Source: an optimization exercise on an open RTL-to-GDS flow (aim: small area and few clock cycles per item). Production flows keep margins and buffers that such runs may drop.
Only simulation tests tie the RTL to the original design; equivalence was not proved.

Design aes_core, start of the top module:
module aes_core (
    input  wire         clk,
    input  wire         rst,         
    input  wire         start,       
    input  wire         key_256,
    input  wire [255:0] key,
    input  wire [127:0] block_in,
    output wire         ready,
    output reg          done,        
    output wire [127:0] block_out
);
For scale: roughly 9100 cells after synthesis, about 390 flip-flops, ~66000 sq um of cells after synthesis.
==> flow/config.mk <==
export PLATFORM = sky130hd
export DESIGN_NAME = aes_core
export DESIGN_NICKNAME = aes_core
export VERILOG_FILES = /design/flow/design.v
export SDC_FILE = /design/flow/constraint.sdc
export NUM_CORES = 4
export LEC_CHECK = 0
export CAP_MARGIN = 20
export CORE_MARGIN = 2
export CORE_UTILIZATION = 70
export SLEW_MARGIN = 20
==> flow/constraint.sdc <==
create_clock -name core_clock -period 14.0 [get_ports {clk}]
set_input_delay 2.8000 -clock core_clock [delete_from_list [all_inputs] [get_ports {clk}]]
set_output_delay 2.8000 -clock core_clock [all_outputs]
set_load 0.01 [all_outputs]
standard.sh (not shown) runs the stock make flow with config.mk's settings and CLKGATE_MAP_FILE= SYNTH_SCRIPT=/design/flow/synth_recipe.tcl, a recipe that flattens the netlist after the stock synthesis.
==> flow/flow/run.sh <==
#!/bin/bash
# The standard layout (standard.sh), with synthesis run through
# flow/my_synth.tcl, and with the floorplan-stage timing repair and the
# timing-driven global placement turned off (timing is repaired after CTS),
# and the ports buffered with buf_1 cells.
# Tool logs: orfs/logs/..., and make's output in make.log.
set -euo pipefail
W=$PWD
export MY_ABC_SCRIPT=$W/flow/area.abc
export FLOW_SYNTH=$W/synth_recipe.tcl
sed "s#SYNTH_SCRIPT=[^ ]*#SYNTH_SCRIPT=$W/flow/my_synth.tcl REMOVE_ABC_BUFFERS=1 GPL_TIMING_DRIVEN=0 BUFFER_PORTS_ARGS=\"-buffer_cell sky130_fd_sc_hd__buf_1\"#" standard.sh > my_standard.sh
grep -q "SYNTH_SCRIPT=$W/flow/my_synth.tcl" my_standard.sh
bash my_standard.sh > make.log 2>&1
==> flow/flow/area.abc <==
strash
dch
map -a
topo
==> flow/flow/my_synth.tcl <==
# The standard flow's synthesis (synth_recipe.tcl, ORFS synth.tcl) with one change: the
# technology mapping. abc maps for area onto a small set of cells (XOR/XNOR
# gates, 2-input gates, AOI/OAI21, 2:1 muxes), which keeps the XOR structure
# of the RTL instead of breaking it into AND-OR logic.
proc abc {args} {
  set keep {xor2_1 xnor2_1 xor3_1 xnor3_1 nand2_1 nor2_1 inv_1 mux2i_1 mux2_1 and2_1 or2_1 a21oi_1 o21ai_0}
  set du {}
  foreach lib $::env(LIB_FILES) {
    set f [open $lib r]
    foreach {m c} [regexp -all -inline {cell\s*\(\s*"?(sky130_fd_sc_hd__[a-z0-9_]+)} [read $f]] {
      if { [lsearch -exact $keep [string range $c 17 end]] < 0 } { lappend du -dont_use $c }
    }
    close $f
  }
  set libargs {}
  foreach lib $::env(LIB_FILES) { lappend libargs -liberty $lib }
  yosys abc {*}$libargs {*}$du -constr $::env(OBJECTS_DIR)/abc.constr -script $::env(MY_ABC_SCRIPT) -D 14000
}
source $::env(FLOW_SYNTH)
The first run finished but failed the layout checks on negative setup slack.
Testbench counts at the start, summed over its fixed seeds: cycles 9,272, items 1,536.
Change:
Settings changed: CORE_UTILIZATION 70 to 60.
Effect: The changed run went through all stages and came out clean; sequential share of layout area decreases by 0.12 points; wire length decreases by a few percent; hold slack gets worse by 0.042 ns; clock-buffer cell count increases by 6; worst setup slack gets better by 0.81 ns; die area increases by about a fifth; via count decreases by a few percent.

Setup of run 1:
aes_core, a different RTL version from the one above (not shown whole).
Size in the first run: ~9300 cells after synthesis, about 420 flip-flops, about 67000 um^2 of cells after synthesis.
==> flow/config.mk <==
export PLATFORM = sky130hd
export DESIGN_NAME = aes_core
export DESIGN_NICKNAME = aes_core
export VERILOG_FILES = /design/flow/design.v
export SDC_FILE = /design/flow/constraint.sdc
export NUM_CORES = 4
export LEC_CHECK = 0
export CAP_MARGIN = 20
export CORE_MARGIN = 2
export CORE_UTILIZATION = 60
export CTS_CLUSTER_DIAMETER = 100
export CTS_CLUSTER_SIZE = 30
export SLEW_MARGIN = 20
==> flow/constraint.sdc <==
create_clock -name core_clock -period 14.0 [get_ports {clk}]
set_input_delay 2.8000 -clock core_clock [delete_from_list [all_inputs] [get_ports {clk}]]
set_output_delay 2.8000 -clock core_clock [all_outputs]
set_load 0.01 [all_outputs]
==> flow/flow/area.abc <==
strash
dch
map -D 7500
topo
==> flow/flow/my_synth.tcl <==
# The standard flow's synthesis (synth_recipe.tcl, ORFS synth.tcl) with one change: the
# technology mapping. abc maps for area onto a small set of cells (XOR/XNOR
# gates, 2-input gates, AOI/OAI21, 2:1 muxes) under a delay target tighter than
# the clock (its delay model has no wires), which keeps the XOR structure
# of the RTL instead of breaking it into AND-OR logic.
proc abc {args} {
  set keep {xor2_1 xnor2_1 xor3_1 xnor3_1 nand2_1 nor2_1 inv_1 mux2i_1 mux2_1 and2_1 or2_1 a21oi_1 o21ai_0}
  set du {}
  foreach lib $::env(LIB_FILES) {
    set f [open $lib r]
    foreach {m c} [regexp -all -inline {cell\s*\(\s*"?(sky130_fd_sc_hd__[a-z0-9_]+)} [read $f]] {
      if { [lsearch -exact $keep [string range $c 17 end]] < 0 } { lappend du -dont_use $c }
    }
    close $f
  }
  set libargs {}
  foreach lib $::env(LIB_FILES) { lappend libargs -liberty $lib }
  yosys abc {*}$libargs {*}$du -constr $::env(OBJECTS_DIR)/abc.constr -script $::env(MY_ABC_SCRIPT) -D 14000
}
source $::env(FLOW_SYNTH)
Scripts as last shown in full above: flow/flow/run.sh
Testbench counts of run 1, summed over its fixed seeds: cycles 9,272, items 1,536.
Relative to run 1, the following input files were edited for run 2:
Settings: clearing CTS_CLUSTER_DIAMETER, which used to be 100; clearing CTS_CLUSTER_SIZE, which used to be 30.
--- outcome ---
The register-to-register slack reported for run 2 is greater than that of run 1 by 30 ps.
Diff run 1 -> run 2 | utilization | increase of 0.78 points
Diff run 1 -> run 2 | final design instance area without fill | increase of about 1.2%
Wire length of the first global-routing pass: run 2 vs run 1 up about 0.6%
Going from run 1 to run 2, area occupied by multi-input gates has remained practically unchanged, clock skew has increased.
The top-level port count on run 2 is in line with that on run 1.
On fmax, run 1 tracks run 2 almost exactly.
Setup changes, run 2 to run 3
==> flow/flow/area.abc <==
strash
dch
map -a
topo
diff --git a/flow/flow/my_synth.tcl b/flow/flow/my_synth.tcl
--- a/flow/flow/my_synth.tcl
+++ b/flow/flow/my_synth.tcl
@@ -2,4 +2,3 @@
 # technology mapping. abc maps for area onto a small set of cells (XOR/XNOR
-# gates, 2-input gates, AOI/OAI21, 2:1 muxes) under a delay target tighter than
-# the clock (its delay model has no wires), which keeps the XOR structure
+# gates, 2-input gates, AOI/OAI21, 2:1 muxes), which keeps the XOR structure
 # of the RTL instead of breaking it into AND-OR logic.
--- outcome ---
- Re synthesized cell count: run 3 and run 2 aren't equal, and the lower value belongs to run 3.
- Run 3 and run 2 ended up with roughly the same footprint of the flip-flops and latches.
- In the metrics for run 3 and run 2, the one carrying the higher post-layout worst setup margin is run 2.
- Between run 3 and run 2, the difference in core utilization is negligible.
- Looking at total via count after detailed routing across both flows, run 3 is the stronger of the two, with run 2 trailing.

what the ideal ports hide:
Ports are ideal in the flow. The routed layouts listed here were re-timed in OpenROAD. Step 1 assumes that a clkbuf_16 drives the clock port and a buf_2 every other input. Step 2, shift: input delay + t, output delay - t, t = (earliest + latest rising clock arrival at the registers) / 2. This alone moves slack from input paths to output paths. Three values: no drivers, after step 1, after step 2; two values: the first two.
run | t (ns) | setup WS [ns] | hold WS [ns] | worst setup path after step 2
the first run of note 1 | 0.720 | -0.604 / -0.604 / -0.604 | 0.711 / 0.711 / 0.711 | register to register
the second run of note 1 | 0.707 | 0.206 / 0.206 / 0.206 | 0.668 / 0.668 / 0.668 | register to register
run 1 | 0.720 | 0.447 / 0.447 / 0.447 | 0.712 / 0.712 / 0.712 | register to register
run 2 | 0.758 | 0.482 / 0.482 / 0.482 | 0.699 / 0.699 / 0.699 | register to register
run 3 | 0.765 | 0.409 / 0.409 / 0.409 | 0.691 / 0.691 / 0.691 | register to register
